This design comes from an exercise in tuning for small area on the open sky130 flow, not from production work. Only simulation tests tie the RTL to the original design; equivalence was not proved. Power is estimated from default activity; no workload was simulated.

<file path="flow/flow/run.sh">
#!/bin/bash
# The standard layout with three changes:
#  - synthesis maps for area (flow/synth_prelude.tcl, flow/area.abc);
#  - plain buf_1 cells as the port buffers;
#  - a clock tree of clkbuf_8 cells on clusters of up to 14 flip-flops.
set -euo pipefail
cat flow/synth_prelude.tcl synth_recipe.tcl > area_synth.tcl
export AREA_ABC_SCRIPT="$PWD/flow/area.abc"
bash standard.sh finish "SYNTH_SCRIPT=$PWD/area_synth.tcl" \
  "BUFFER_PORTS_ARGS=-buffer_cell sky130_fd_sc_hd__buf_1" \
  "CTS_ARGS=-sink_clustering_enable -repair_clock_nets -sink_clustering_size 14 -sink_clustering_max_diameter 60 -buf_list sky130_fd_sc_hd__clkbuf_8 -dont_use_dummy_load" > standard.log 2>&1
</file>
<file path="flow/flow/area.abc">
strash
&get -n
&st
&dch -f
&nf -a -R 1000
&put
strash
&get -n
&st
&dch -f
&nf -a -R 1000
&put
</file>
<file path="flow/flow/synth_prelude.tcl">
# Area-oriented synthesis: the adders are left to ABC as plain logic, and ABC
# maps with flow/area.abc (area-oriented mapping) in place of ORFS's speed
# script. Everything else is the standard synthesis (synth_recipe.tcl,
# appended after this file), so the registers are the same.
set ::env(ADDER_MAP_FILE) ""
proc abc {args} {
  set i [lsearch -exact $args -script]
  if { $i >= 0 } {
    lset args [expr { $i + 1 }] $::env(AREA_ABC_SCRIPT)
  }
  yosys abc {*}$args
}
</file>
<file path="flow/standard.sh">
#!/bin/bash
# synth_recipe.tcl (not shown) runs the flow's synth.tcl, then flattens the netlist and writes it again
# the make line also repeats each setting of config.mk as NAME=value (left out here)
make -C /OpenROAD-flow-scripts/flow DESIGN_CONFIG=/design/flow/config.mk WORK_HOME=/design/flow/orfs CLKGATE_MAP_FILE= SYNTH_SCRIPT=/design/flow/synth_recipe.tcl "${@:-finish}"
</file>
<file path="flow/config.mk">
export PLATFORM = sky130hd
export DESIGN_NAME = ts0710_codec
export DESIGN_NICKNAME = ts0710_codec
export VERILOG_FILES = /design/flow/design.v
export SDC_FILE = /design/flow/constraint.sdc
export NUM_CORES = 4
export LEC_CHECK = 0
export CAP_MARGIN = 20
export CORE_MARGIN = 2
export CORE_UTILIZATION = 65
export SLEW_MARGIN = 20
</file>
<file path="flow/constraint.sdc">
create_clock -name core_clock -period 10.0 [get_ports {clk}]
set_input_delay 2.0000 -clock core_clock [delete_from_list [all_inputs] [get_ports {clk}]]
set_output_delay 2.0000 -clock core_clock [all_outputs]
set_load 0.01 [all_outputs]
</file>
<file path="flow/design.v">
module ts0710_crc_step (
    input  wire [7:0] crc_in,
    input  wire [7:0] data,
    output reg  [7:0] crc_out
);
    integer k;
    always @* begin
        crc_out = crc_in ^ data;
        for (k = 0; k < 8; k = k + 1) begin
            if (crc_out[0])
                crc_out = (crc_out >> 1) ^ 8'hE0;
            else
                crc_out = crc_out >> 1;
        end
    end
endmodule
module ts0710_rx (
    input  wire        clk,
    input  wire        rst,
    input  wire        compat,      
    input  wire        flush,       
    input  wire        rx_valid,
    input  wire [7:0]  rx_data,
    output reg         code_valid,
    output reg  [3:0]  code,
    output wire [7:0]  frm_addr,
    output wire [7:0]  frm_ctrl,
    output wire [15:0] frm_len,
    output wire [7:0]  frm_fcs,
    output reg         pay_valid,
    output wire [7:0]  pay_data,
    output reg         in_frame,
    output reg  [15:0] acc_len
);
    localparam [7:0] FLAG = 8'hF9;
    localparam [7:0] CRC_INIT = 8'hEB;
    localparam [7:0] CRC_RES  = 8'hCF;
    reg  [7:0]  addr_r;
    reg  [7:0]  ctrl_r;
    reg  [15:0] len_r;       
    reg         long_r;      
    reg         past_r;      
    reg  [7:0]  crc_r;
    reg  [7:0]  b1;          
    reg  [7:0]  b2;          
    assign frm_addr = addr_r;
    assign frm_ctrl = ctrl_r;
    assign frm_len  = len_r;
    assign frm_fcs  = b2;
    assign pay_data = b2;
    wire [7:0] crc_next;
    ts0710_crc_step u_crc (.crc_in(crc_r), .data(b1), .crc_out(crc_next));
    wire is_flag  = (rx_data == FLAG);
    wire at_cap   = acc_len[15] & acc_len[2] & acc_len[1];
    wire overflow = in_frame & ~flush & at_cap;
    wire inf      = in_frame & ~flush & ~at_cap;    
    wire idx1     = (acc_len == 16'd1);
    wire idx2     = (acc_len == 16'd2);
    wire idx3     = (acc_len == 16'd3);
    wire idx4     = (acc_len == 16'd4);
    wire idx5     = (acc_len == 16'd5);
    wire collapse = is_flag & idx1;
    wire [15:0] flen = acc_len - (long_r ? 16'd6 : 16'd5);
    wire exact    = (flen == len_r);
    wire complete = is_flag & (exact | past_r);
    wire ctrl_uih = ((ctrl_r & 8'hEF) == 8'hEF);
    wire ctrl_ua  = ((ctrl_r & 8'hEF) == 8'h63);
    wire ff       = ~long_r & (&len_r[6:0]);
    wire quirk    = compat & ff;
    wire fcs_ok   = (compat & ctrl_ua) | (crc_next == CRC_RES);
    wire append   = rx_valid & inf & ~collapse;
    wire hdr_cov  = (acc_len[15:3] == 13'd0) &
                    (~acc_len[2] | (~acc_len[1] & (~acc_len[0] | long_r)));
    wire pay_pos  = ~(acc_len[15:3] == 13'd0) | (acc_len[2] & acc_len[0] & ~long_r)
                  | (acc_len[2] & acc_len[1]);
    always @(posedge clk) begin
        if (rx_valid) begin
            b1 <= rx_data;
            b2 <= b1;
        end
        if (idx1) addr_r <= rx_data;
        if (idx2) ctrl_r <= rx_data;
        if (idx3) begin
            len_r  <= {9'd0, rx_data[7:1]};
            long_r <= ~rx_data[0];
        end
        if (idx4 && long_r) len_r[14:7] <= rx_data;
        if (append && complete) len_r <= flen;
        if (rst) len_r[15] <= 1'b0;
        if (!inf)
            crc_r <= CRC_INIT;
        else if (append && (!ctrl_uih || hdr_cov))
            crc_r <= crc_next;
        if (!inf)
            past_r <= 1'b0;
        else if (append && exact)
            past_r <= 1'b1;
        code <= 4'd2;
        if (!inf)
            code <= overflow ? (is_flag ? 4'd8 : 4'd7) : {3'd0, is_flag};
        else if (collapse)
            code <= 4'd3;
        else if (complete) begin
            if (quirk)
                code <= 4'd4;
            else if (!exact)
                code <= 4'd5;
            else if (fcs_ok)
                code <= 4'd4;
            else
                code <= 4'd6;
        end
        if (rst) begin
            code_valid <= 1'b0;
            pay_valid  <= 1'b0;
            in_frame   <= 1'b0;
            acc_len    <= 16'd0;
        end else begin
            code_valid <= rx_valid;
            pay_valid  <= append & ~complete & pay_pos;
            if (rx_valid) begin
                if (!inf) begin
                    in_frame <= is_flag;
                    acc_len  <= {15'd0, is_flag};
                end else if (complete && !collapse) begin
                    in_frame <= 1'b0;
                    acc_len  <= 16'd0;
                end else if (!collapse) begin
                    acc_len  <= acc_len + 16'd1;
                end
            end else if (flush) begin
                in_frame <= 1'b0;
                acc_len  <= 16'd0;
            end
        end
    end
endmodule
module ts0710_tx (
    input  wire        clk,
    input  wire        rst,
    input  wire        tx_start,
    input  wire [7:0]  tx_addr,
    input  wire [7:0]  tx_ctrl,
    input  wire [15:0] tx_len,
    output wire        tx_ready,
    input  wire        tx_pl_valid,
    input  wire [7:0]  tx_pl_data,
    output wire        tx_pl_ready,
    output reg         tx_valid,
    output wire [7:0]  tx_data,
    output reg         len_err      
);
    localparam [7:0] FLAG = 8'hF9;
    localparam [2:0] S_IDLE  = 3'd0,
                     S_ADDR  = 3'd1,    
                     S_CTRL  = 3'd2,
                     S_LEN0  = 3'd3,
                     S_LEN1  = 3'd4,
                     S_PAY   = 3'd5,
                     S_FCS   = 3'd6,
                     S_CLOSE = 3'd7;
    reg [2:0]  state;
    reg [7:0]  out_r;       
    reg        cov_r;       
    reg [7:0]  ctrl_r;
    reg [14:0] len_r;
    reg [7:0]  crc_r;
    wire       ctrl_uih  = ((ctrl_r & 8'hEF) == 8'hEF);
    wire       short_len = (len_r[14:7] == 8'd0);
    wire       hi_zero   = (len_r[14:1] == 14'd0);
    wire [7:0] len_b0    = {len_r[6:0], short_len};
    wire [7:0] len_b1    = len_r[14:7];
    assign tx_ready    = (state == S_IDLE);
    assign tx_pl_ready = (state == S_PAY);
    wire show_flag = (state == S_IDLE) | (state == S_ADDR);
    assign tx_data = show_flag ? FLAG : out_r;
    wire [7:0] crc_next;
    ts0710_crc_step u_crc (.crc_in(crc_r), .data(out_r), .crc_out(crc_next));
    wire [7:0] crc_d = cov_r ? crc_next : crc_r;
    always @(posedge clk) begin
        crc_r <= (state == S_IDLE) ? 8'hFF : crc_d;
        case (state)
            S_IDLE:  begin out_r <= tx_addr | 8'h01; cov_r <= 1'b0; end
            S_ADDR:  cov_r <= 1'b1;
            S_CTRL:  begin out_r <= ctrl_r; cov_r <= 1'b1; end
            S_LEN0:  begin out_r <= len_b0; cov_r <= 1'b1; end
            S_LEN1:  begin out_r <= len_b1; cov_r <= 1'b1; end
            S_PAY:   begin out_r <= tx_pl_data; cov_r <= tx_pl_valid & ~ctrl_uih; end
            S_FCS:   begin out_r <= ~crc_d; cov_r <= 1'b0; end
            default: cov_r <= 1'b0;
        endcase
        if (state == S_IDLE) begin
            ctrl_r <= tx_ctrl;
            len_r  <= tx_len[14:0];
        end else if (state == S_PAY && tx_pl_valid) begin
            len_r  <= len_r - 15'd1;
        end
        if (rst) begin
            state    <= S_IDLE;
            tx_valid <= 1'b0;
            len_err  <= 1'b0;
        end else begin
            len_err  <= (state == S_IDLE) & tx_start & tx_len[15];
            case (state)
                S_IDLE:  tx_valid <= tx_start & ~tx_len[15];
                S_PAY:   tx_valid <= tx_pl_valid;
                default: tx_valid <= 1'b1;
            endcase
            case (state)
                S_IDLE:  if (tx_start && !tx_len[15]) state <= S_ADDR;
                S_ADDR:  state <= S_CTRL;
                S_CTRL:  state <= S_LEN0;
                S_LEN0:  state <= !short_len ? S_LEN1 : (hi_zero && !len_r[0]) ? S_FCS : S_PAY;
                S_LEN1:  state <= S_PAY;
                S_PAY:   if (tx_pl_valid && hi_zero && len_r[0]) state <= S_FCS;
                S_FCS:   state <= S_CLOSE;
                S_CLOSE: state <= S_IDLE;
                default: state <= S_IDLE;
            endcase
        end
    end
endmodule
module ts0710_codec (
    input  wire        clk,
    input  wire        rst,           
    input  wire        compat,        
    input  wire        stat_clr,      
    input  wire        rx_valid,
    input  wire [7:0]  rx_data,
    input  wire        rx_flush,      
    output wire        rx_code_valid,
    output wire [3:0]  rx_code,
    output wire [7:0]  frm_addr,
    output wire [7:0]  frm_ctrl,
    output wire [15:0] frm_len,
    output wire [7:0]  frm_fcs,
    output wire        pay_valid,
    output wire [7:0]  pay_data,
    output wire        in_frame,
    output wire [15:0] acc_len,
    input  wire        tx_start,
    input  wire [7:0]  tx_addr,
    input  wire [7:0]  tx_ctrl,
    input  wire [15:0] tx_len,
    output wire        tx_ready,
    input  wire        tx_pl_valid,
    input  wire [7:0]  tx_pl_data,
    output wire        tx_pl_ready,
    output wire        tx_valid,
    output wire [7:0]  tx_data,
    output reg  [31:0] cnt_ok,
    output reg  [31:0] cnt_framing,
    output reg  [31:0] cnt_checksum,
    output reg  [31:0] cnt_overflow,
    output reg  [3:0]  err_flags      
);
    wire tx_len_err;
    ts0710_rx u_rx (
        .clk        (clk),
        .rst        (rst),
        .compat     (compat),
        .flush      (rx_flush),
        .rx_valid   (rx_valid),
        .rx_data    (rx_data),
        .code_valid (rx_code_valid),
        .code       (rx_code),
        .frm_addr   (frm_addr),
        .frm_ctrl   (frm_ctrl),
        .frm_len    (frm_len),
        .frm_fcs    (frm_fcs),
        .pay_valid  (pay_valid),
        .pay_data   (pay_data),
        .in_frame   (in_frame),
        .acc_len    (acc_len)
    );
    ts0710_tx u_tx (
        .clk         (clk),
        .rst         (rst),
        .tx_start    (tx_start),
        .tx_addr     (tx_addr),
        .tx_ctrl     (tx_ctrl),
        .tx_len      (tx_len),
        .tx_ready    (tx_ready),
        .tx_pl_valid (tx_pl_valid),
        .tx_pl_data  (tx_pl_data),
        .tx_pl_ready (tx_pl_ready),
        .tx_valid    (tx_valid),
        .tx_data     (tx_data),
        .len_err     (tx_len_err)
    );
    wire ev_ok   = rx_code_valid && (rx_code == 4'd4);
    wire ev_bad  = rx_code_valid && (rx_code == 4'd5);
    wire ev_csum = rx_code_valid && (rx_code == 4'd6);
    wire ev_ovf  = rx_code_valid && ((rx_code == 4'd7) || (rx_code == 4'd8));
    reg clr_d;
    always @(posedge clk) begin
        if (rst) clr_d <= 1'b0;
        else     clr_d <= stat_clr;
    end
    wire keep = ~(rst | clr_d);
    function automatic [31:0] cnt_next(input [31:0] cnt, input ev, input keep, input rst);
        integer i;
        reg c;
        begin
            c = ev;
            cnt_next[0] = ~rst & ((cnt[0] & keep) ^ ev);
            for (i = 1; i < 32; i = i + 1) begin
                c = c & cnt[i-1];
                cnt_next[i] = keep & (cnt[i] ^ c);
            end
        end
    endfunction
    always @(posedge clk) begin
        cnt_ok       <= cnt_next(cnt_ok,       ev_ok,   keep, rst);
        cnt_framing  <= cnt_next(cnt_framing,  ev_bad,  keep, rst);
        cnt_checksum <= cnt_next(cnt_checksum, ev_csum, keep, rst);
        cnt_overflow <= cnt_next(cnt_overflow, ev_ovf,  keep, rst);
        err_flags    <= ({4{keep}} & err_flags) |
                        ({4{~rst}} & {tx_len_err, ev_ovf, ev_csum, ev_bad});
    end
endmodule
</file>
==> results of run 1 <==
[per-layer routing]
| layer | vias to the layer above | wire (µm) | GRT usage |
|---|---|---|---|
| met1 | 4172 | 10600 | 0.369 |
| met5 | - | 0 | 0 |
| li1 | 4443 | - | - |
| met2 | 324 | 11800 | 0.471 |
| met3 | 51 | 1680 | 0.0513 |
| met4 | 0 | 962 | 0.0989 |
[logic make-up after synthesis]
| logic type | after synthesis | share of synthesized area |
|---|---|---|
| compound gates | 278 | 0.143 |
| xor+xnor | 83 | 0.0694 |
| buf+inv | 21 | 0.0104 |
| flops | 259 | 0.570 |
| simple gates | 427 | 0.207 |
[final cells by class]
cell class / instances / area, µm² / share of cell area
well taps: 216 / 270 / 0.0224
repair buffers: 274 / 1050 / 0.0872
flip-flops and latches: 259 / 5980 / 0.496
multi-input cells: 788 / 4400 / 0.365
clock buffers: 22 / 303 / 0.0251
inverters: 13 / 48.8 / 0.00405
[path summary, 6_finish.rpt]
path / startpoint / endpoint / depth (start not counted)
max: u_rx.code[2]$_DFF_P_ / cnt_ok[31]$_DFF_P_ / 22
min: u_tx.len_err$_SDFF_PP0_ / err_flags[3]$_DFF_P_ / 2
max reg2reg: u_rx.code[2]$_DFF_P_ / cnt_ok[31]$_DFF_P_ / 22
min reg2reg: u_tx.len_err$_SDFF_PP0_ / err_flags[3]$_DFF_P_ / 2
[through the flow]
stage | cell area (µm²) | setup WS, ns | power [µW]
3_3_place_gp | 11700 | 4.62 | 1700
6_report | 12000 | 4.38 | 2220
4_1_cts | 12000 | 4.39 | 2220
2_1_floorplan | 10500 | 5.03 | 1600
5_1_grt | 12000 | 3.71 | 2320
3_5_place_dp | 11700 | 4.44 | 1720
[power groups by stage]
| stage | clock network, µW | logic (µW) | registers (µW) |
|---|---|---|---|
| 6_report | 517 | 430 | 1270 |
| 4_1_cts | 523 | 431 | 1270 |
| 2_1_floorplan | 0 | 332 | 1270 |
| 5_1_grt | 561 | 481 | 1280 |
| 3_5_place_dp | 0 | 428 | 1290 |
| 3_3_place_gp | 0 | 417 | 1290 |
[sequential cells by signal, indices dropped and copies added (netlist names), 15 cells and up]
signal        flops
u_rx.len_r       16
cnt_ok           32
u_tx.len_r       15
u_rx.acc_len     16
cnt_checksum     32
cnt_framing      32
cnt_overflow     32
[tightest hold or removal path, cell delays in order (launching register included)]
cell and delay (ns):
dfxtp_1 0.32, a21oi_1 0.04, nor2_1 0.07
[placed cells by master, fill, tap and decap left out, types with 5 or more instances in the layout]
cell      netlist  routed
nor3b_1         5       5
nand2b_1        5       5
nor2b_1        17      17
buf_4           8       6
xor2_1         32      32
a31oi_1        10      10
o21ai_0       109     108
xnor2_1        51      51
nor4_1         11      11
and2_0         26      26
and4_1         10      10
nor2_1         92      91
o22ai_1         9       9
nand4_1        13      13
buf_1           0     268
a22oi_1        15      15
nor3_1         64      64
edfxtp_1       79      79
or3_1          10      10
clkbuf_8        0      22
nand2_1        93      93
a21oi_1       119     119
nand3_1        13      13
dfxtp_1       180     180
or2_0          10       9
clkinv_1       13      13
and3_1         50      50
==> flow_metrics.env, run 1 <==
export IMPL_run_status="no timing/DRC/antenna violations"
export IMPL_switching_share=0.295
export IMPL_path_cells="nor2b_1, nand2_1, nor3_1, and3_1, and3_1, and3_1, and2_0, and3_1, and2_0, and3_1, and4_1, and2_0, and3_1, and2_0, and3_1, and4_1, and2_0, and3_1, and2_0, and3_1, and3_1, nor3_1"
export IMPL_vias_per_cell=5.72
export IMPL_final_core_util=0.761
export IMPL_nFillCells=1217
export IMPL_grt_pass1_vias=8086
export IMPL_initial_utilization=0.662
export IMPL_hpwl_um=18200
export IMPL_crit_slowest_cell="dfxtp_1"
export IMPL_setup_violations=0
export IMPL_hold_viol_final=0
export IMPL_maxSlewHeadroom=0.318
export IMPL_critPathKind="flip-flop to flip-flop"
export IMPL_period_share=0.562
export IMPL_synth_edf_count=79
export IMPL_synth_nets=1124
export IMPL_intPower_uw=1560
export IMPL_grt_usage=0.281
export IMPL_crit_arrival_ns=5.99
export IMPL_cts_sinks=259
export IMPL_p_leak_uw=0.00435
export IMPL_ctsLongestPathBuffers=3
export IMPL_netlist_area_mm2=0.0105
export IMPL_rsz0062_at_grt="no"
export IMPL_grt_overflow_total=0
export IMPL_port_buffer_count=268
export IMPL_power_share_clock=0.233
export IMPL_drtIter0Drc=608
export IMPL_cts_buffers=22
export IMPL_skew_ns=0.0362
export IMPL_die_w_um=131
export IMPL_drive_gt1_frac=0.0221
export IMPL_slew_viol_final=0
export IMPL_yosysSeqAreaShare=0.570
export IMPL_critPathBufInv=0
export IMPL_power_net_switching_uw=654
export IMPL_antenna_found_initial=0
export IMPL_clock_latency_ns=0.52
export IMPL_cts_root_buffer_cell="clkbuf_8"
export IMPL_wl_um=25100
export IMPL_worstPathRequired_ns=10.37
export IMPL_setup_tns_final_ns=0
export IMPL_synth_most_common_cell="dfxtp_1"
export IMPL_vias=8990
export IMPL_die_h_um=131
export IMPL_ff2ff_setup_slack_ns=4.38
export IMPL_ys_ff_latch=259
export IMPL_htreeDepth=1
export IMPL_wl_per_cell_um=16.0
export IMPL_synthTopCellsByCount="180 x dfxtp_1, 119 x a21oi_1, 109 x o21ai_0"
export IMPL_syn_area_per_cell_um2=9.81
export IMPL_yosysWarnings=4
export IMPL_cts_resized=0
export IMPL_maxCapViolations=0
export IMPL_cts_tree="done"
export IMPL_grt_pass1_wl_um=38800
export IMPL_crit_family="simple AND/OR/NAND/NOR gates"
export IMPL_fp_coreArea_mm2=0.0158
export IMPL_drt_antenna_violating_nets=0
export IMPL_seq_power_share=0.573
export IMPL_async_flop_share=0
export IMPL_finalCriticalPeriod_ns=5.62
export IMPL_first_pass_iters=5
export IMPL_io_pins=270
export IMPL_dp_cells=1550
export IMPL_comb_power_share=0.194
export IMPL_syn_inst=1068
export IMPL_yosys_area_top_type="dfxtp_1"
export IMPL_cp_start_kind="flip-flop"
export IMPL_ys_flop_type="dfxtp_1"
export IMPL_end_kind="flip-flop"
export IMPL_slowest_delay_ns=0.36
export IMPL_final_cells=1572
export IMPL_rows=46
export IMPL_gp_congestion=0.910
export IMPL_worst_slew_pin_slew_ns=1.02
export IMPL_cp_common_cell="and3_1"
export IMPL_area_delta_synth_final_pct=15.0
export IMPL_fmax_ghz=0.178
export IMPL_die_area_mm2=0.0171
export IMPL_power_density_mw_per_mm2=184
export IMPL_grt_max_degree=87
export IMPL_holdBufCountCts=0
export IMPL_netlist_area_leader_share=0.344
export IMPL_num_nets_final=1414
export IMPL_cp_max_fo=6
export IMPL_n_antenna_cell=0
export IMPL_synth_area_leaders="dfxtp_1 34%, edfxtp_1 23%, a21oi_1 5.7%"
export IMPL_clk_pin_slew_ns=0.09
export IMPL_drc=0
export IMPL_hold_class="flip-flop to flip-flop"
export IMPL_vdd_drop_max_mv=0.160
export IMPL_hold_slack_ns=0.457
export IMPL_postCtsSetupBuffers=0
export IMPL_synthDistinctLibCells=39
==> run 2, diff against run 1 <==
--- a/flow/design.v
+++ b/flow/design.v
@@ -27,7 +27,7 @@
     output wire [7:0]  frm_ctrl,
     output wire [15:0] frm_len,
     output wire [7:0]  frm_fcs,
-    output reg         pay_valid,
+    output wire        pay_valid,
     output wire [7:0]  pay_data,
     output reg         in_frame,
     output reg  [15:0] acc_len
@@ -43,6 +43,8 @@
     reg  [7:0]  crc_r;
     reg  [7:0]  b1;          
     reg  [7:0]  b2;          
+    assign pay_valid = code_valid & (code == 4'd2) &
+                       (~(acc_len[15:3] == 13'd0) | (acc_len[2] & acc_len[1] & (acc_len[0] | ~long_r)));
     assign frm_addr = addr_r;
     assign frm_ctrl = ctrl_r;
     assign frm_len  = len_r;
@@ -71,8 +73,6 @@
     wire append   = rx_valid & inf & ~collapse;
     wire hdr_cov  = (acc_len[15:3] == 13'd0) &
                     (~acc_len[2] | (~acc_len[1] & (~acc_len[0] | long_r)));
-    wire pay_pos  = ~(acc_len[15:3] == 13'd0) | (acc_len[2] & acc_len[0] & ~long_r)
-                  | (acc_len[2] & acc_len[1]);
     always @(posedge clk) begin
         if (rx_valid) begin
             b1 <= rx_data;
@@ -112,12 +112,10 @@
         end
         if (rst) begin
             code_valid <= 1'b0;
-            pay_valid  <= 1'b0;
             in_frame   <= 1'b0;
             acc_len    <= 16'd0;
         end else begin
             code_valid <= rx_valid;
-            pay_valid  <= append & ~complete & pay_pos;
             if (rx_valid) begin
                 if (!inf) begin
                     in_frame <= is_flag;
@@ -189,12 +187,9 @@
             S_FCS:   begin out_r <= ~crc_d; cov_r <= 1'b0; end
             default: cov_r <= 1'b0;
         endcase
-        if (state == S_IDLE) begin
+        if (state == S_IDLE)
             ctrl_r <= tx_ctrl;
-            len_r  <= tx_len[14:0];
-        end else if (state == S_PAY && tx_pl_valid) begin
-            len_r  <= len_r - 15'd1;
-        end
+        len_r <= (state == S_IDLE) ? tx_len[14:0] : len_r - {14'd0, tx_pl_ready & tx_pl_valid};
         if (rst) begin
             state    <= S_IDLE;
             tx_valid <= 1'b0;
==> run 2 against run 1 <==
Net effect:
- final area down 0.52%
- die area down 0.78%
- utilization is 0.12 points lower
- fmax decreased by 3.4%
- combinational power decreased by 16%
- non-clock buffer count unchanged
- clock skew decreased by 0.0040 ns
- critical path type unchanged
- critical endpoint is now cnt_framing[31]$_DFF_P_
- largest power group unchanged
==> flow_metrics.env, run 2 <==
export IMPL_postCtsSetupBuffers=0
export IMPL_wl_per_cell_um=15.6
export IMPL_cts_root_buffer_cell="clkbuf_8"
export IMPL_synth_simple_gate_area_share=0.207
export IMPL_ff2ff_setup_slack_ns=4.18
export IMPL_port_buffer_count=268
export IMPL_wl_um=24400
export IMPL_vias_per_cell=5.65
export IMPL_gp_congestion=0.847
export IMPL_maxSlewHeadroom=0.330
export IMPL_whs_path_depth=2
export IMPL_synthDistinctLibCells=42
export IMPL_hp_start="u_tx.len_err$_SDFF_PP0_"
export IMPL_hold_viol_final=0
export IMPL_ys_ff_latch=258
export IMPL_crit_arrival_ns=6.18
export IMPL_syn_inst=1066
export IMPL_end_kind="flip-flop"
export IMPL_vdd_drop_max_mv=0.147
export IMPL_drt_antenna_violating_nets=0
export IMPL_antenna_found_initial=0
export IMPL_synth_nets=1122
export IMPL_holdBufCountCts=0
export IMPL_yosysSeqAreaShare=0.559
export IMPL_run_status="no timing/DRC/antenna violations"
export IMPL_synth_top_family_by_area="simple AND/OR/NAND/NOR gates"
export IMPL_netlist_area_mm2=0.0104
export IMPL_finalCriticalPeriod_ns=5.82
export IMPL_synth_compound_area_frac=0.149
export IMPL_r2r_end="cnt_framing[31]$_DFF_P_"
export IMPL_grt_max_degree=87
export IMPL_synth_edf_count=64
export IMPL_grt_pass1_wl_um=36900
export IMPL_vias=8867
export IMPL_die_w_um=130
export IMPL_drive_gt1_frac=0.0236
export IMPL_io_pins=270
export IMPL_cp_start_kind="flip-flop"
export IMPL_num_nets_final=1412
export IMPL_slew_viol_final=0
export IMPL_grt_pass1_vias=7731
export IMPL_cts_resized=0
export IMPL_final_common_cell="buf_1"
export IMPL_cts_sinks=258
export IMPL_grt_usage=0.267
export IMPL_maxCapViolations=0
export IMPL_synth_area_leaders="dfxtp_1 37%, edfxtp_1 18%, a21oi_1 5.4%"
export IMPL_hpwl_um=17700
export IMPL_r2r_cells=22
export IMPL_critPathKind="flip-flop to flip-flop"
export IMPL_grt_overflow_total=0
export IMPL_n_antenna_cell=0
export IMPL_drc=0
export IMPL_async_flop_share=0
export IMPL_r2r_start="u_rx.code[2]$_DFF_P_"
export IMPL_cts_buffers=22
export IMPL_yosysWarnings=4
export IMPL_cts_tree="done"
export IMPL_syn_area_per_cell_um2=9.75
export IMPL_final_core_util=0.760
export IMPL_worst_slew_pin_slew_ns=1.01
export IMPL_rsz0062_at_grt="no"
export IMPL_ctsLongestPathBuffers=3
export IMPL_synth_xor_area_share=0.0716
export IMPL_die_h_um=130
export IMPL_setup_tns_final_ns=0
export IMPL_worstPathRequired_ns=10.37
export IMPL_die_area_mm2=0.0170
export IMPL_rows=46
export IMPL_skew_ns=0.0322
export IMPL_final_cells=1570
export IMPL_synthMuxAreaShare=0.00193
export IMPL_drtIter0Drc=454
export IMPL_fmax_ghz=0.172
export IMPL_netlist_area_leader_share=0.374
export IMPL_dp_cells=1548
export IMPL_clock_latency_ns=0.53
export IMPL_whs_endpoint="err_flags[3]$_DFF_P_"
export IMPL_fp_coreArea_mm2=0.0158
export IMPL_period_share=0.582
export IMPL_p_leak_uw=0.00434
export IMPL_htreeDepth=1
export IMPL_yosys_area_top_type="dfxtp_1"
export IMPL_power_density_mw_per_mm2=172
export IMPL_synth_most_common_cell="dfxtp_1"
export IMPL_cp_max_fo=6
export IMPL_hold_class="flip-flop to flip-flop"
export IMPL_synthAdderAreaFrac=0
export IMPL_clk_pin_slew_ns=0.09
export IMPL_final_cell_mix="268 x buf_1, 194 x dfxtp_1, 112 x a21oi_1, 109 x o21ai_0, 90 x nor2_1"
export IMPL_first_pass_iters=5
export IMPL_initial_utilization=0.659
export IMPL_synthTopCellsByCount="194 x dfxtp_1, 112 x a21oi_1, 109 x o21ai_0"
export IMPL_area_delta_synth_final_pct=15.3
export IMPL_setup_violations=0
export IMPL_ys_flop_type="dfxtp_1"
-- run 2: power breakdown --
part | leakage (µW) | internal, µW | switching [µW]
registers | 0.00218 | 1140 | 56.4
logic | 0.00201 | 154 | 207
clock network | 0.000158 | 197 | 313
total | 0.00434 | 1490 | 576
-- run 2: cell type report --
class	instances	area (µm²)
well taps	216	270
repair buffers	274	1050
flip-flops and latches	258	5810
fillers	1238	3790
inverters	14	52.6
multi-input cells	786	4500
clock buffers	22	303
-- run 2: per-stage QoR --
stage	power, µW	cell area (µm²)	hold slack [ns]	setup WS (ns)
after floorplan	1480	10400	0.413	4.92
after global placement	1560	11700	0.419	4.47
after detailed placement	1570	11700	0.443	4.26
after CTS	2070	12000	0.450	4.21
after global routing	2160	12000	0.484	3.64
final	2060	12000	0.445	4.18
-- run 2: kinds of logic (layout without fill, tap and decap cells) --
logic type             count (synthesis)  in the layout
AND/OR/NAND/NOR                      418            418
AO/OA/AOI/OAI                        281            281
flip-flops                           258            258
XOR/XNOR                              85             85
buffers and inverters                 22            310
multiplexers                           2              2
-- run 2: how the worst max path moves through the flow --
stage | from | endpoint | slack [ns]
2_1_floorplan | u_rx.code[2]$_DFF_P_ | cnt_framing[31]$_DFF_P_ | 4.92
3_3_place_gp | u_rx.code[2]$_DFF_P_ | cnt_framing[31]$_DFF_P_ | 4.47
3_5_place_dp | u_rx.code[2]$_DFF_P_ | cnt_framing[31]$_DFF_P_ | 4.26
4_1_cts | u_rx.code[2]$_DFF_P_ | cnt_framing[31]$_DFF_P_ | 4.21
5_1_grt | u_rx.code[2]$_DFF_P_ | cnt_framing[31]$_DFF_P_ | 3.64
6_report | u_rx.code[2]$_DFF_P_ | cnt_framing[31]$_DFF_P_ | 4.18
-- run 2: worst max-delay path, cell delays in order (launching register included) --
cell	delay (ns)
dfxtp_1	0.37
nor2b_1	0.20
nand2_1	0.12
nor3b_1	0.48
and3_1	0.30
and3_1	0.26
and3_1	0.21
and2_0	0.23
and3_1	0.21
and2_0	0.25
and3_1	0.28
and4_1	0.26
and2_0	0.24
and3_1	0.22
and2_0	0.25
and3_1	0.28
and4_1	0.25
and2_0	0.25
and3_1	0.23
and2_0	0.26
and3_1	0.28
and3_1	0.18
nor3_1	0.05
-- run 2: per-layer routing --
| layer | routed length [µm] | vias to the layer above | part of all wire | global-route usage |
|---|---|---|---|---|
| li1 | - | 4459 | - | - |
| met1 | 10500 | 4098 | 0.43 | 0.348 |
| met2 | 11500 | 265 | 0.47 | 0.454 |
| met3 | 1850 | 45 | 0.076 | 0.0647 |
| met4 | 575 | 0 | 0.024 | 0.0682 |
| met5 | 0 | - | 0 | 0 |
==> run 3, diff against run 2 <==
==> flow/flow/area.abc (replaced) <==
strash
&get -n
&st
&dch -f
&nf -a -R 1000
&put
strash
&get -n
&st
&dch -f
&nf -a -R 1000
&put
mfs3 -a -e
mfs3 -a -r
==> run 3 against run 2 <==
Net effect:
- the run now fails in 1_2_yosys
==> flow_metrics.env, run 3 <==
export IMPL_run_status="aborted with a tool error"
export IMPL_lastStage="1_2_yosys"
export IMPL_error_line="ERROR: ABC failed with status 6"
export IMPL_yosysWarnings=4
==> run 4, diff against run 3 <==
==> flow/flow/area.abc (replaced) <==
strash
&get -n
&st
&dch -f
&nf -a -R 1000
&put
strash
&get -n
&st
&dch -f
&nf -a -R 1000
&put
mfs3 -a -e
==> run 4 against run 3 <==
Net effect:
- the run now finishes clean
==> flow_metrics.env, run 4 <==
export IMPL_run_status="no timing/DRC/antenna violations"
export IMPL_nFillCells=1171
export IMPL_grtUsageMet3=0.0558
export IMPL_netlist_area_leader_share=0.378
export IMPL_cts_buffers=22
export IMPL_num_nets_final=1408
export IMPL_clock_latency_ns=0.55
export IMPL_area_delta_synth_final_pct=15.3
export IMPL_synth_edf_count=64
export IMPL_yosysSeqAreaShare=0.565
export IMPL_ys_flop_type="dfxtp_1"
export IMPL_drc=0
export IMPL_grt_max_degree=87
export IMPL_cp_max_fo=5
export IMPL_skew_ns=0.0488
export IMPL_cts_tree="done"
export IMPL_place_ws_ns=4.01
export IMPL_ys_ff_latch=258
export IMPL_cts_root_buffer_cell="clkbuf_8"
export IMPL_async_flop_share=0
export IMPL_worst_slew_pin_slew_ns=1.01
export IMPL_die_w_um=130
export IMPL_period_share=0.607
export IMPL_final_cell_area_mm2=0.0118
export IMPL_busiest_layer="met2"
export IMPL_port_buffer_count=268
export IMPL_syn_inst=1061
export IMPL_yosysWarnings=4
export IMPL_critPathKind="flip-flop to flip-flop"
export IMPL_power_density_mw_per_mm2=174
export IMPL_synth_most_common_cell="dfxtp_1"
export IMPL_io_pins=270
export IMPL_crit_arrival_ns=6.43
export IMPL_cp_start_kind="flip-flop"
export IMPL_grt_util_met1=0.361
export IMPL_grt_pass1_wl_um=38300
export IMPL_maxSlewHeadroom=0.324
export IMPL_synth_area_leaders="dfxtp_1 38%, edfxtp_1 19%, a21oi_1 5.6%"
export IMPL_power_uw=2050
export IMPL_cts_sinks=258
export IMPL_final_cell_mix="268 x buf_1, 194 x dfxtp_1, 114 x a21oi_1, 109 x o21ai_0, 93 x nor2_1"
export IMPL_hpwl_um=18100
export IMPL_fmax_ghz=0.165
export IMPL_grt_pass1_vias=7916
export IMPL_first_pass_iters=5
export IMPL_grt_overflow_total=0
export IMPL_rsz0062_at_grt="no"
export IMPL_ctsLongestPathBuffers=3
export IMPL_worstPathRequired_ns=10.36
export IMPL_rows=45
export IMPL_vias=8861
export IMPL_die_h_um=130
export IMPL_p_leak_uw=0.00430
export IMPL_synthDistinctLibCells=41
export IMPL_wl_um=24600
export IMPL_ff2ff_setup_slack_ns=3.93
export IMPL_final_common_cell="buf_1"
export IMPL_die_area_mm2=0.0168
export IMPL_syn_area_per_cell_um2=9.68
export IMPL_use_met2=0.480
export IMPL_fp_coreArea_mm2=0.0153
export IMPL_clk_pin_slew_ns=0.08
export IMPL_initial_utilization=0.671
export IMPL_hold_class="flip-flop to flip-flop"
export IMPL_synth_nets=1117
export IMPL_synthTopCellsByCount="194 x dfxtp_1, 114 x a21oi_1, 109 x o21ai_0"
export IMPL_slew_viol_final=0
export IMPL_n_antenna_cell=0
export IMPL_drt_antenna_violating_nets=0
export IMPL_gp_congestion=0.842
export IMPL_postCtsSetupBuffers=0
export IMPL_maxCapViolations=0
export IMPL_grt_usage=0.280
export IMPL_antenna_found_initial=0
export IMPL_holdBufCountCts=0
export IMPL_end_kind="flip-flop"
export IMPL_vdd_drop_max_mv=0.123
export IMPL_drtIter0Drc=520
export IMPL_setup_violations=0
export IMPL_setup_ws_ns=3.93
export IMPL_vias_per_cell=5.68
export IMPL_wl_per_cell_um=15.7
export IMPL_finalCriticalPeriod_ns=6.07
export IMPL_setup_tns_final_ns=0
export IMPL_placed_cell_area_mm2=0.0115
export IMPL_cts_resized=0
export IMPL_yosys_area_top_type="dfxtp_1"
export IMPL_htreeDepth=1
export IMPL_hold_viol_final=0
export IMPL_netlist_area_mm2=0.0103
export IMPL_drive_gt1_frac=0.0230
[run 4: layer usage]
metal,vias up,wire [µm]
met1,4096,10000
met4,0,669
met5,-,0
met2,310,11900
met3,46,2000
li1,4409,-
[run 4: cell type report]
cell class	count	area, µm²	area share
Multi-Input combinational cell	777	4340	0.367
Sequential cell	258	5810	0.490
Clock buffer	22	303	0.0256
Tap cell	211	264	0.0223
Inverter	18	67.6	0.00571
Timing Repair Buffer	275	1060	0.0894
[run 4: worst paths after layout]
check	from	to	depth (start not counted)
max	u_rx.code[2]$_DFF_P_	cnt_framing[31]$_DFF_P_	24
min	u_tx.len_err$_SDFF_PP0_	err_flags[3]$_DFF_P_	2
max reg2reg	u_rx.code[2]$_DFF_P_	cnt_framing[31]$_DFF_P_	24
min reg2reg	u_tx.len_err$_SDFF_PP0_	err_flags[3]$_DFF_P_	2
[run 4: where the power goes]
group          internal, µW  switching (µW)  total (µW)  leakage (µW)
Clock                   197             313         510      0.000158
Sequential             1140            58.2        1190       0.00218
Combinational           148             203         352       0.00197
[run 4: cell families (layout without fill, tap and decap cells)]
family	Yosys count	in the layout	synth area share
compound gates	279	279	0.149
xor+xnor	81	81	0.0691
buf+inv	26	315	0.0124
flops	258	258	0.565
mux	3	3	0.00305
simple gates	414	414	0.201
[run 4: stage by stage]
stage,hold slack (ns),utilization,std cells
final,0.461,0.773,1561
after global routing,0.482,0.773,1561
after CTS,0.463,0.773,1561
after detailed placement,0.443,0.753,1539
after global placement,0.421,0.753,1539
after floorplan,0.413,-,1061
[run 4: critical path: stages, from the launching register on]
cell and delay, ns:
dfxtp_1 0.36, nor2b_1 0.18, nand2_1 0.12, nor3b_1 0.46
and3_1 0.31, and3_1 0.26, and3_1 0.21, and2_0 0.25
and3_1 0.22, and2_0 0.23, and3_1 0.27, and3_1 0.21
and2_0 0.18, and2_0 0.26, and3_1 0.23, and2_0 0.24
and3_1 0.26, and3_1 0.21, and2_0 0.18, and2_0 0.25
and3_1 0.22, and2_0 0.27, and3_1 0.28, and3_1 0.17
nor3_1 0.04
==> run 5, diff against run 4 <==
--- a/flow/flow/run.sh
+++ b/flow/flow/run.sh
@@ -8,4 +8,4 @@
 export AREA_ABC_SCRIPT="$PWD/flow/area.abc"
 bash standard.sh finish "SYNTH_SCRIPT=$PWD/area_synth.tcl" \
   "BUFFER_PORTS_ARGS=-buffer_cell sky130_fd_sc_hd__buf_1" \
-  "CTS_ARGS=-sink_clustering_enable -repair_clock_nets -sink_clustering_size 14 -sink_clustering_max_diameter 60 -buf_list sky130_fd_sc_hd__clkbuf_8 -dont_use_dummy_load" > standard.log 2>&1
+  "CTS_ARGS=-sink_clustering_enable -repair_clock_nets -sink_clustering_size 17 -sink_clustering_max_diameter 65 -buf_list sky130_fd_sc_hd__clkbuf_8 -dont_use_dummy_load" > standard.log 2>&1
--- a/flow/flow/area.abc
+++ b/flow/flow/area.abc
@@ -11,3 +11,4 @@
 &nf -a -R 1000
 &put
 mfs3 -a -e
+mfs3 -a -r
==> run 5 against run 4 <==
Net effect:
- the flow now stops in 1_2_yosys
==> flow_metrics.env, run 5 <==
export IMPL_lastStage="1_2_yosys"
export IMPL_yosysWarnings=4
export IMPL_run_status="aborted with a tool error"
export IMPL_error_line="ERROR: ABC failed with status 6"
==> run 6, diff against run 5 <==
==> flow/flow/area.abc (replaced) <==
strash
&get -n
&st
&dch -f
&nf -a -R 1000
&put
strash
&get -n
&st
&dch -f
&nf -a -R 1000
&put
mfs3 -a -e
==> run 6 against run 5 <==
Net effect:
- now clean on timing, DRC and antenna
==> flow_metrics.env, run 6 <==
export IMPL_grt_overflow_total=0
export IMPL_clock_latency_ns=0.52
export IMPL_worst_slew_pin_slew_ns=0.997
export IMPL_gp_congestion=0.842
export IMPL_synth_nets=1117
export IMPL_fmax_ghz=0.165
export IMPL_drc=0
export IMPL_vias_per_cell=5.65
export IMPL_vias=8809
export IMPL_whs_path_depth=2
export IMPL_grt_usage=0.279
export IMPL_final_cell_area_mm2=0.0118
export IMPL_ff2ff_setup_slack_ns=3.94
export IMPL_final_common_cell="buf_1"
export IMPL_cp_max_fo=5
export IMPL_critPathKind="flip-flop to flip-flop"
export IMPL_setup_tns_final_ns=0
export IMPL_synth_area_leaders="dfxtp_1 38%, edfxtp_1 19%, a21oi_1 5.6%"
export IMPL_netlist_area_mm2=0.0103
export IMPL_r2r_start="u_rx.code[2]$_DFF_P_"
export IMPL_yosys_area_top_type="dfxtp_1"
export IMPL_crit_arrival_ns=6.42
export IMPL_initial_utilization=0.671
export IMPL_area_delta_synth_final_pct=14.9
export IMPL_synth_edf_count=64
export IMPL_skew_ns=0.0590
export IMPL_ctsLongestPathBuffers=3
export IMPL_ys_flop_type="dfxtp_1"
export IMPL_worstPathRequired_ns=10.36
export IMPL_maxCapViolations=0
export IMPL_hold_viol_final=0
export IMPL_r2r_end="cnt_framing[31]$_DFF_P_"
export IMPL_cts_tree="done"
export IMPL_setup_violations=0
export IMPL_r2r_cells=24
export IMPL_io_pins=270
export IMPL_vdd_drop_max_mv=0.144
export IMPL_whs_endpoint="err_flags[3]$_DFF_P_"
export IMPL_wl_um=24400
export IMPL_antenna_found_initial=0
export IMPL_num_nets_final=1405
export IMPL_die_w_um=130
export IMPL_final_cell_mix="268 x buf_1, 194 x dfxtp_1, 114 x a21oi_1, 109 x o21ai_0, 93 x nor2_1"
export IMPL_hp_start="u_tx.len_err$_SDFF_PP0_"
export IMPL_holdBufCountCts=0
export IMPL_cts_root_buffer_cell="clkbuf_8"
export IMPL_rsz0062_at_grt="no"
export IMPL_wl_per_cell_um=15.7
export IMPL_drtIter0Drc=532
export IMPL_grt_max_degree=87
export IMPL_yosysWarnings=4
export IMPL_power_uw=2010
export IMPL_power_density_mw_per_mm2=171
export IMPL_ys_ff_latch=258
export IMPL_maxSlewHeadroom=0.335
export IMPL_hold_slack_ns=0.464
export IMPL_n_antenna_cell=0
export IMPL_rows=45
export IMPL_run_status="no timing/DRC/antenna violations"
export IMPL_drive_gt1_frac=0.0208
export IMPL_die_area_mm2=0.0168
export IMPL_hpwl_um=18100
export IMPL_p_leak_uw=0.00428
export IMPL_synth_most_common_cell="dfxtp_1"
export IMPL_cts_resized=0
export IMPL_first_pass_iters=5
export IMPL_grt_pass1_wl_um=38200
export IMPL_placed_cell_area_mm2=0.0115
export IMPL_fp_coreArea_mm2=0.0153
export IMPL_clk_pin_slew_ns=0.10
export IMPL_netlist_area_leader_share=0.378
export IMPL_grt_pass1_vias=7978
export IMPL_async_flop_share=0
export IMPL_final_core_util=0.771
export IMPL_end_kind="flip-flop"
export IMPL_syn_area_per_cell_um2=9.68
export IMPL_port_buffer_count=268
export IMPL_finalCriticalPeriod_ns=6.06
export IMPL_drt_antenna_violating_nets=0
export IMPL_htreeDepth=1
export IMPL_postCtsSetupBuffers=0
export IMPL_syn_inst=1061
export IMPL_period_share=0.606
export IMPL_cts_sinks=258
export IMPL_cts_buffers=19
export IMPL_yosysSeqAreaShare=0.565
export IMPL_slew_viol_final=0
export IMPL_cp_start_kind="flip-flop"
export IMPL_synthTopCellsByCount="194 x dfxtp_1, 114 x a21oi_1, 109 x o21ai_0"
export IMPL_die_h_um=130
export IMPL_synthDistinctLibCells=41
export IMPL_hold_class="flip-flop to flip-flop"
-- run 6: area by class of cell --
class                      count  area [µm²]
inverter                      18        67.6
clock buffer                  19         262
timing repair buffer         275        1060
tap                          211         264
fill                        1177        3510
sequential                   258        5810
multi-input combinational    777        4340
-- run 6: cells by family (layout without fill, tap and decap cells) --
kind of cell,count (synthesis),count (layout),share of synthesized area
AND/OR/NAND/NOR,414,414,0.201
AO/OA/AOI/OAI,279,279,0.149
flip-flops,258,258,0.565
XOR/XNOR,81,81,0.0691
buffers and inverters,26,312,0.0124
multiplexers,3,3,0.00305
-- run 6: how the worst max path moves through the flow --
stage                         startpoint                      end  cells after the start
floorplan           u_rx.code[2]$_DFF_P_  cnt_framing[31]$_DFF_P_                     24
global placement    u_rx.code[2]$_DFF_P_  cnt_framing[31]$_DFF_P_                     24
detailed placement  u_rx.code[2]$_DFF_P_  cnt_framing[31]$_DFF_P_                     24
CTS                 u_rx.code[2]$_DFF_P_  cnt_framing[31]$_DFF_P_                     24
global route        u_rx.code[2]$_DFF_P_  cnt_framing[30]$_DFF_P_                     24
finish              u_rx.code[2]$_DFF_P_  cnt_framing[31]$_DFF_P_                     24
-- run 6: per-layer routing --
metal  vias to the layer above  wire (µm)  global-route usage
li1                       4393          -                   -
met1                      4079      10100               0.361
met2                       293      11800               0.478
met3                        44       1820              0.0545
met4                         0        639              0.0822
met5                         -          0                   0
-- run 6: worst max-delay path, stage by stage (launching register included) --
cell     delay, ns
dfxtp_1       0.37
nor2b_1       0.19
nand2_1       0.12
nor3b_1       0.46
and3_1        0.31
and3_1        0.26
and3_1        0.21
and2_0        0.25
and3_1        0.22
and2_0        0.24
and3_1        0.27
and3_1        0.21
and2_0        0.18
and2_0        0.26
and3_1        0.23
and2_0        0.24
and3_1        0.26
and3_1        0.21
and2_0        0.18
and2_0        0.25
and3_1        0.22
and2_0        0.27
and3_1        0.28
and3_1        0.17
nor3_1        0.04
-- run 6: report_power, final --
part           internal [µW]  switching [µW]
Sequential              1140            57.4
Combinational            148             202
Clock                    172             300
-- run 6: metrics by stage --
step	setup WS, ns	instances
after global placement	4.26	1539
final	3.94	1558
after floorplan	4.70	1061
after global routing	3.37	1558
after CTS	3.95	1558
after detailed placement	4.01	1539
==> run 7, diff against run 6 <==
--- a/flow/design.v
+++ b/flow/design.v
@@ -160,10 +160,9 @@
     reg [2:0]  state;
     reg [7:0]  out_r;       
     reg        cov_r;       
-    reg [7:0]  ctrl_r;
+    reg        uih_r;       
     reg [14:0] len_r;
     reg [7:0]  crc_r;
-    wire       ctrl_uih  = ((ctrl_r & 8'hEF) == 8'hEF);
     wire       short_len = (len_r[14:7] == 8'd0);
     wire       hi_zero   = (len_r[14:1] == 14'd0);
     wire [7:0] len_b0    = {len_r[6:0], short_len};
@@ -173,22 +172,23 @@
     wire show_flag = (state == S_IDLE) | (state == S_ADDR);
     assign tx_data = show_flag ? FLAG : out_r;
     wire [7:0] crc_next;
-    ts0710_crc_step u_crc (.crc_in(crc_r), .data(out_r), .crc_out(crc_next));
+    wire [7:0] crc_in = (state == S_CTRL) ? 8'hFF : crc_r;
+    ts0710_crc_step u_crc (.crc_in(crc_in), .data(out_r), .crc_out(crc_next));
     wire [7:0] crc_d = cov_r ? crc_next : crc_r;
     always @(posedge clk) begin
-        crc_r <= (state == S_IDLE) ? 8'hFF : crc_d;
+        crc_r <= (state == S_IDLE) ? tx_ctrl : crc_d;
         case (state)
             S_IDLE:  begin out_r <= tx_addr | 8'h01; cov_r <= 1'b0; end
             S_ADDR:  cov_r <= 1'b1;
-            S_CTRL:  begin out_r <= ctrl_r; cov_r <= 1'b1; end
+            S_CTRL:  begin out_r <= crc_r; cov_r <= 1'b1; end
             S_LEN0:  begin out_r <= len_b0; cov_r <= 1'b1; end
             S_LEN1:  begin out_r <= len_b1; cov_r <= 1'b1; end
-            S_PAY:   begin out_r <= tx_pl_data; cov_r <= tx_pl_valid & ~ctrl_uih; end
+            S_PAY:   begin out_r <= tx_pl_data; cov_r <= tx_pl_valid & ~uih_r; end
             S_FCS:   begin out_r <= ~crc_d; cov_r <= 1'b0; end
             default: cov_r <= 1'b0;
         endcase
-        if (state == S_IDLE)
-            ctrl_r <= tx_ctrl;
+        if (state == S_CTRL)
+            uih_r <= ((crc_r & 8'hEF) == 8'hEF);
         len_r <= (state == S_IDLE) ? tx_len[14:0] : len_r - {14'd0, tx_pl_ready & tx_pl_valid};
         if (rst) begin
             state    <= S_IDLE;
--- a/flow/flow/run.sh
+++ b/flow/flow/run.sh
@@ -2,7 +2,7 @@
 # The standard layout with three changes:
 #  - synthesis maps for area (flow/synth_prelude.tcl, flow/area.abc);
 #  - plain buf_1 cells as the port buffers;
-#  - a clock tree of clkbuf_8 cells on clusters of up to 14 flip-flops.
+#  - a clock tree of clkbuf_8 cells on clusters of up to 17 flip-flops.
 set -euo pipefail
 cat flow/synth_prelude.tcl synth_recipe.tcl > area_synth.tcl
 export AREA_ABC_SCRIPT="$PWD/flow/area.abc"
==> run 7 against run 6 <==
Net effect:
- total power is 3.9% higher
- synthesized area decreased by 1.7%
- largest power group unchanged
- largest cell class unchanged
- via count is 0.85% higher
- still clean on timing, DRC and antenna
- register-to-register slack got worse by 0.22 ns
- global-route usage down 0.16 points
- critical path type unchanged
- die area decreased by 1.6%
- utilization fell by 0.80 points
==> flow_metrics.env, run 7 <==
export IMPL_synth_edf_count=57
export IMPL_crit_arrival_ns=6.45
export IMPL_worst_slew_pin_slew_ns=1.06
export IMPL_cp_common_cell="nor2_1"
export IMPL_cts_resized=0
export IMPL_hpwl_um=17500
export IMPL_netlist_area_leader_share=0.385
export IMPL_whs_path_depth=2
export IMPL_gp_congestion=0.871
export IMPL_cts_buffers=18
export IMPL_yosysSeqAreaShare=0.554
export IMPL_drt_antenna_violating_nets=0
export IMPL_die_h_um=129
export IMPL_end_kind="flip-flop"
export IMPL_yosysWarnings=4
export IMPL_grt_pass1_wl_um=37300
export IMPL_async_flop_share=0
export IMPL_grt_overflow_total=0
export IMPL_regArea_mm2=0.00560
export IMPL_maxSlewHeadroom=0.296
export IMPL_n_antenna_cell=0
export IMPL_drtIter0Drc=548
export IMPL_critPathKind="flip-flop to flip-flop"
export IMPL_synth_area_leaders="dfxtp_1 38%, edfxtp_1 17%, o21ai_0 6.1%"
export IMPL_vias_per_cell=5.78
export IMPL_period_share=0.628
export IMPL_rows=45
export IMPL_hold_class="flip-flop to flip-flop"
export IMPL_r2r_start="u_rx.long_r$_DFFE_PP_"
export IMPL_nFillCells=1163
export IMPL_grt_max_degree=88
export IMPL_worstPathRequired_ns=10.17
export IMPL_synth_nets=1119
export IMPL_setup_violations=0
export IMPL_clock_latency_ns=0.51
export IMPL_slowest_delay_ns=0.60
export IMPL_power_density_mw_per_mm2=181
export IMPL_drive_gt1_frac=0.0208
export IMPL_clk_pin_slew_ns=0.10
export IMPL_hold_viol_final=0
export IMPL_cp_max_fo=20
export IMPL_place_ws_ns=3.88
export IMPL_whs_endpoint="err_flags[3]$_DFF_P_"
export IMPL_ff2ff_setup_slack_ns=3.72
export IMPL_io_pins=270
export IMPL_cts_sinks=251
export IMPL_postCtsSetupBuffers=0
export IMPL_slew_viol_final=0
export IMPL_syn_area_per_cell_um2=9.50
export IMPL_synthDistinctLibCells=41
export IMPL_first_pass_iters=5
export IMPL_die_w_um=129
export IMPL_syn_inst=1063
export IMPL_hp_start="u_tx.len_err$_SDFF_PP0_"
export IMPL_ys_ff_latch=251
export IMPL_final_cell_mix="268 x buf_1, 194 x dfxtp_1, 123 x o21ai_0, 122 x a21oi_1, 95 x nor2_1"
export IMPL_area_delta_synth_final_pct=14.8
export IMPL_run_status="no timing/DRC/antenna violations"
export IMPL_setup_tns_final_ns=0
export IMPL_ctsLongestPathBuffers=3
export IMPL_p_leak_uw=0.00421
export IMPL_setup_ws_ns=3.72
export IMPL_skew_ns=0.0104
export IMPL_vdd_drop_max_mv=0.208
export IMPL_rsz0062_at_grt="no"
export IMPL_vias=8884
export IMPL_wl_per_cell_um=15.6
export IMPL_synth_most_common_cell="dfxtp_1"
export IMPL_yosys_area_top_type="dfxtp_1"
export IMPL_synthTopCellsByCount="194 x dfxtp_1, 123 x o21ai_0, 122 x a21oi_1"
export IMPL_r2r_end="u_rx.len_r[14]$_DFFE_PP_"
export IMPL_initial_utilization=0.664
export IMPL_path_cells="clkinv_1, a21oi_1, nand2b_1, nand2b_1, or2_0, nor3_1, xnor2_1, nor2_1, xnor2_1, nor2_1, xnor2_1, nor2_1, nand2b_1, xor2_1, nor2_1, a21oi_1, xnor2_1, nor4_1, nor2_1, nor3_1, nand3_1, clkinv_1, nor2_1, nand2_1"
export IMPL_finalCriticalPeriod_ns=6.28
export IMPL_crit_slowest_cell="nor4_1"
export IMPL_port_buffer_count=268
export IMPL_grt_usage=0.277
export IMPL_fmax_ghz=0.159
export IMPL_netlist_area_mm2=0.0101
export IMPL_ys_flop_type="dfxtp_1"
export IMPL_die_area_mm2=0.0165
export IMPL_r2r_cells=24
export IMPL_cts_tree="done"
export IMPL_fp_coreArea_mm2=0.0152
export IMPL_htreeDepth=1
export IMPL_maxCapViolations=0
export IMPL_grt_pass1_vias=7819
export IMPL_final_common_cell="buf_1"
export IMPL_wl_um=24000
export IMPL_num_nets_final=1407
export IMPL_drc=0
export IMPL_cp_start_kind="flip-flop"
export IMPL_multi_input_area_mm2=0.00438
export IMPL_holdBufCountCts=0
export IMPL_antenna_found_initial=0
export IMPL_cts_root_buffer_cell="clkbuf_8"
[run 7: cell count changes in the layout (fill, tap and decap cells not counted), moves of 3 or more]
cell	previous run	this run
nor2b_1	9	13
a21oi_1	114	122
and2_0	34	37
nand2_1	80	65
o21ai_0	109	123
nor3_1	69	76
nor4b_1	3	0
edfxtp_1	64	57
a22oi_1	18	13
[run 7: metrics by stage]
stage	cells	total power (µW)	area, µm²	hold slack, ns	utilization
floorplan	1063	1530	10100	0.413	-
global placement	1519	1630	11300	0.421	0.746
detailed placement	1519	1640	11300	0.431	0.746
CTS	1537	2090	11600	0.456	0.763
global route	1537	2200	11600	0.487	0.763
finish	1537	2090	11600	0.448	0.763
[run 7: final cells by class]
type / instances / share of cell area
Timing Repair Buffer: 276 / 0.0920
Clock buffer: 18 / 0.0214
Multi-Input combinational cell: 787 / 0.378
Inverter: 17 / 0.00550
Tap cell: 188 / 0.0203
Sequential cell: 251 / 0.483
[run 7: kinds of logic (layout without fill, tap and decap cells)]
group,count (synthesis),count (layout),share of synthesized area
AND/OR/NAND/NOR,409,409,0.203
AO/OA/AOI/OAI,296,296,0.159
flip-flops,251,251,0.554
XOR/XNOR,79,79,0.0685
buffers and inverters,25,311,0.0123
multiplexers,3,3,0.00297
[run 7: how the worst max path moves through the flow]
stage,startpoint,end,slack (ns),cells past startpoint
3_3_place_gp,u_rx.acc_len[3]$_SDFFE_PP0P_,u_rx.len_r[11]$_DFFE_PP_,4.08,22
2_1_floorplan,u_rx.code[2]$_DFF_P_,cnt_framing[31]$_DFF_P_,4.76,24
5_1_grt,u_rx.long_r$_DFFE_PP_,u_rx.len_r[14]$_DFFE_PP_,3.07,24
3_5_place_dp,u_rx.acc_len[3]$_SDFFE_PP0P_,u_rx.len_r[14]$_DFFE_PP_,3.88,22
6_report,u_rx.long_r$_DFFE_PP_,u_rx.len_r[14]$_DFFE_PP_,3.72,24
4_1_cts,u_rx.long_r$_DFFE_PP_,u_rx.len_r[14]$_DFFE_PP_,3.83,24
[run 7: routing by layer]
layer | up-vias | track usage | part of all wire
met3 | 39 | 0.0582 | 0.084
met5 | - | 0 | 0
li1 | 4405 | - | -
met4 | 0 | 0.0703 | 0.025
met1 | 4093 | 0.381 | 0.43
met2 | 347 | 0.453 | 0.46
[run 7: worst max-delay path, delay by kind of cell (launching register included)]
family                 cells  cell delay, ns
AND/OR/NAND/NOR           15            3.35
XOR/XNOR                   5            1.30
flip-flops                 1            0.49
AO/OA/AOI/OAI              2            0.48
buffers and inverters      2            0.32
[run 7: report_power, final]
part / switching [µW] / leakage (µW) / internal [µW] / total, µW
sequential: 77.4 / 0.00211 / 1110 / 1190
combinational: 258 / 0.00197 / 183 / 440
clock: 299 / 0.000129 / 163 / 462
total: 634 / 0.00421 / 1460 / 2090
==> run 8, diff against run 7 <==
--- a/flow/design.v
+++ b/flow/design.v
@@ -37,8 +37,8 @@
     localparam [7:0] CRC_RES  = 8'hCF;
     reg  [7:0]  addr_r;
     reg  [7:0]  ctrl_r;
-    reg  [15:0] len_r;       
-    reg         long_r;      
+    reg  [15:0] len_r;
+    wire        long_r = len_r[15];
     reg         past_r;      
     reg  [7:0]  crc_r;
     reg  [7:0]  b1;          
@@ -63,7 +63,7 @@
     wire idx5     = (acc_len == 16'd5);
     wire collapse = is_flag & idx1;
     wire [15:0] flen = acc_len - (long_r ? 16'd6 : 16'd5);
-    wire exact    = (flen == len_r);
+    wire exact    = ~flen[15] & (flen[14:0] == len_r[14:0]);
     wire complete = is_flag & (exact | past_r);
     wire ctrl_uih = ((ctrl_r & 8'hEF) == 8'hEF);
     wire ctrl_ua  = ((ctrl_r & 8'hEF) == 8'h63);
@@ -80,13 +80,9 @@
         end
         if (idx1) addr_r <= rx_data;
         if (idx2) ctrl_r <= rx_data;
-        if (idx3) begin
-            len_r  <= {9'd0, rx_data[7:1]};
-            long_r <= ~rx_data[0];
-        end
+        if (idx3) len_r <= {~rx_data[0], 8'd0, rx_data[7:1]};
         if (idx4 && long_r) len_r[14:7] <= rx_data;
         if (append && complete) len_r <= flen;
-        if (rst) len_r[15] <= 1'b0;
         if (!inf)
             crc_r <= CRC_INIT;
         else if (append && (!ctrl_uih || hdr_cov))
--- a/flow/flow/area.abc
+++ b/flow/flow/area.abc
@@ -1,3 +1,9 @@
+strash
+&get -n
+&st
+&dch -f
+&nf -a -R 1000
+&put
 strash
 &get -n
 &st
==> run 8 against run 7 <==
Net effect:
- still clean on timing, DRC and antenna
- sequential share of layout area about the same
- sequential power grew 3%
- largest power group unchanged
- highest routed layer unchanged
- die area fell by 0.34%
- clock skew rose by 0.031 ns
==> flow_metrics.env, run 8 <==
export IMPL_run_status="no timing/DRC/antenna violations"
export IMPL_netlist_area_leader_share=0.384
export IMPL_fp_coreArea_mm2=0.0151
export IMPL_crit_arrival_ns=6.44
export IMPL_async_flop_share=0
export IMPL_wl_um=24300
export IMPL_syn_area_per_cell_um2=9.52
export IMPL_syn_inst=1057
export IMPL_grt_overflow_total=0
export IMPL_final_core_util=0.762
export IMPL_drt_antenna_violating_nets=0
export IMPL_grt_pass1_vias=7832
export IMPL_p_leak_uw=0.00422
export IMPL_synthTopCellsByCount="193 x dfxtp_1, 121 x o21ai_0, 120 x a21oi_1"
export IMPL_synth_area_leaders="dfxtp_1 38%, edfxtp_1 17%, o21ai_0 6.0%"
export IMPL_cp_max_fo=5
export IMPL_antenna_found_initial=0
export IMPL_fmax_ghz=0.165
export IMPL_die_w_um=128
export IMPL_n_antenna_cell=0
export IMPL_ctsLongestPathBuffers=3
export IMPL_setup_tns_final_ns=0
export IMPL_grt_util_met1=0.375
export IMPL_maxSlewHeadroom=0.290
export IMPL_vdd_drop_max_mv=0.215
export IMPL_hpwl_um=17500
export IMPL_wl_per_cell_um=15.9
export IMPL_maxCapViolations=0
export IMPL_end_kind="flip-flop"
export IMPL_area_delta_synth_final_pct=14.7
export IMPL_gp_congestion=0.863
export IMPL_port_buffer_count=268
export IMPL_use_met2=0.475
export IMPL_netlist_area_mm2=0.0101
export IMPL_critPathKind="flip-flop to flip-flop"
export IMPL_yosys_area_top_type="dfxtp_1"
export IMPL_first_pass_iters=5
export IMPL_synth_edf_count=57
export IMPL_worstPathRequired_ns=10.37
export IMPL_grt_pass1_wl_um=38100
export IMPL_rsz0062_at_grt="no"
export IMPL_ys_ff_latch=250
export IMPL_rows=45
export IMPL_grt_max_degree=84
export IMPL_hold_viol_final=0
export IMPL_slowest_delay_ns=0.49
export IMPL_drc=0
export IMPL_cp_common_cell="and3_1"
export IMPL_crit_slowest_cell="nor3b_1"
export IMPL_hold_class="flip-flop to flip-flop"
export IMPL_cts_resized=0
export IMPL_period_share=0.607
export IMPL_placed_cell_area_mm2=0.0113
export IMPL_synthDistinctLibCells=43
export IMPL_dp_cells=1509
export IMPL_final_cell_mix="268 x buf_1, 193 x dfxtp_1, 121 x o21ai_0, 120 x a21oi_1, 89 x nor2_1"
export IMPL_worst_slew_pin_slew_ns=1.07
export IMPL_cts_buffers=18
export IMPL_final_cell_area_mm2=0.0115
export IMPL_vias_per_cell=5.80
export IMPL_finalCriticalPeriod_ns=6.07
export IMPL_final_common_cell="buf_1"
export IMPL_skew_ns=0.0416
export IMPL_yosysWarnings=4
export IMPL_io_pins=270
export IMPL_final_cells=1528
export IMPL_die_h_um=128
export IMPL_cts_tree="done"
export IMPL_grt_usage=0.283
export IMPL_cts_sinks=250
export IMPL_slew_viol_final=0
export IMPL_yosysSeqAreaShare=0.554
export IMPL_cp_start_kind="flip-flop"
export IMPL_clk_pin_slew_ns=0.10
export IMPL_initial_utilization=0.664
export IMPL_num_nets_final=1398
export IMPL_busiest_layer="met2"
export IMPL_synth_nets=1113
export IMPL_power_density_mw_per_mm2=202
export IMPL_htreeDepth=1
export IMPL_drtIter0Drc=555
export IMPL_drive_gt1_frac=0.0201
export IMPL_setup_violations=0
export IMPL_path_cells="nor2b_1, nand2_1, nor3b_1, and3_1, and3_1, and3_1, and2_0, and3_1, and2_0, and3_1, and3_1, and2_0, and2_0, and3_1, and2_0, and3_1, and3_1, and2_0, and2_0, and3_1, and2_0, and3_1, and3_1, nor3_1"
export IMPL_holdBufCountCts=0
export IMPL_ys_flop_type="dfxtp_1"
export IMPL_postCtsSetupBuffers=0
export IMPL_grtUsageMet3=0.0557
export IMPL_cts_root_buffer_cell="clkbuf_8"
export IMPL_synth_most_common_cell="dfxtp_1"
export IMPL_vias=8862
export IMPL_clock_latency_ns=0.52
export IMPL_die_area_mm2=0.0165
## run 8: stage by stage
| stage | total power (µW) | setup WS, ns | hold WS, ns |
|---|---|---|---|
| final | 2330 | 3.93 | 0.454 |
| after global placement | 1860 | 4.25 | 0.419 |
| after detailed placement | 1880 | 3.98 | 0.440 |
| after floorplan | 1710 | 4.70 | 0.413 |
| after CTS | 2330 | 3.95 | 0.452 |
| after global routing | 2470 | 3.38 | 0.485 |
## run 8: worst paths after layout
kind	from	end	slack (ns)	cells after the start
max reg2reg	u_rx.code[2]$_DFF_P_	cnt_framing[31]$_DFF_P_	3.93	24
max	u_rx.code[2]$_DFF_P_	cnt_framing[31]$_DFF_P_	3.93	24
min	u_tx.len_err$_SDFF_PP0_	err_flags[3]$_DFF_P_	0.45	2
min reg2reg	u_tx.len_err$_SDFF_PP0_	err_flags[3]$_DFF_P_	0.45	2
## run 8: cell type report
cell class	count	area, µm²
Sequential cell	250	5580
Clock buffer	18	248
Tap cell	188	235
Fill cell	1195	3600
Timing Repair Buffer	274	1050
Inverter	12	45.0
Multi-Input combinational cell	786	4390
## run 8: worst max-delay path, delay by kind of cell, from the launching register on
family | cells | cell delay, ns
AND/OR/NAND/NOR | 24 | 5.57
flip-flops | 1 | 0.37
## run 8: logic make-up after synthesis
group                  count (synthesis)  synth area share
buffers and inverters                 21            0.0112
AND/OR/NAND/NOR                      410             0.206
flip-flops                           250             0.554
XOR/XNOR                              74            0.0644
multiplexers                           1          0.000995
AO/OA/AOI/OAI                        301             0.164
## run 8: routing by layer
metal | vias up | part of all wire
li1 | 4401 | -
met1 | 4075 | 0.42
met2 | 331 | 0.47
met3 | 55 | 0.083
met4 | 0 | 0.026
met5 | - | 0
## run 8: power breakdown
part | switching, µW | leakage (µW) | internal (µW) | total (µW)
Sequential | 94.9 | 0.00210 | 1130 | 1230
Clock | 294 | 0.000129 | 163 | 457
Combinational | 387 | 0.00199 | 255 | 642
Total | 776 | 0.00422 | 1550 | 2330

port drivers added, routing unchanged:
In the flow no input, the clock included, has a driving cell. The finished layouts below were timed again as built, in two steps. Step 1: set_driving_cell puts a clkbuf_16 on clk and a buf_2 on each other input, an assumption about the parent block. Step 2 also shifts input and output timing later by t, the mid clock arrival at the registers, as if the neighbouring blocks saw the same clock. Slacks: no drivers / after step 1 / after step 2; pairs: no drivers / after step 1.
| run | t, ns | setup WS [ns] | worst hold slack (ns) | clock arrival spread, ns |
|---|---|---|---|---|
| run 1 | 0.538 | 4.381 / 4.381 / 4.381 | 0.457 / 0.457 / 0.457 | 0.038 / 0.037 |
| run 2 | 0.554 | 4.183 / 4.183 / 4.183 | 0.445 / 0.445 / 0.445 | 0.032 / 0.032 |
| run 4 | 0.567 | 3.933 / 3.933 / 3.933 | 0.461 / 0.461 / 0.461 | 0.049 / 0.049 |
| run 6 | 0.533 | 3.942 / 3.942 / 3.942 | 0.464 / 0.464 / 0.464 | 0.059 / 0.059 |
| run 7 | 0.542 | 3.724 / 3.724 / 3.724 | 0.448 / 0.448 / 0.448 | 0.011 / 0.012 |
| run 8 | 0.541 | 3.928 / 3.928 / 3.928 | 0.454 / 0.454 / 0.454 | 0.042 / 0.042 |
After both steps every run listed still meets setup and hold.
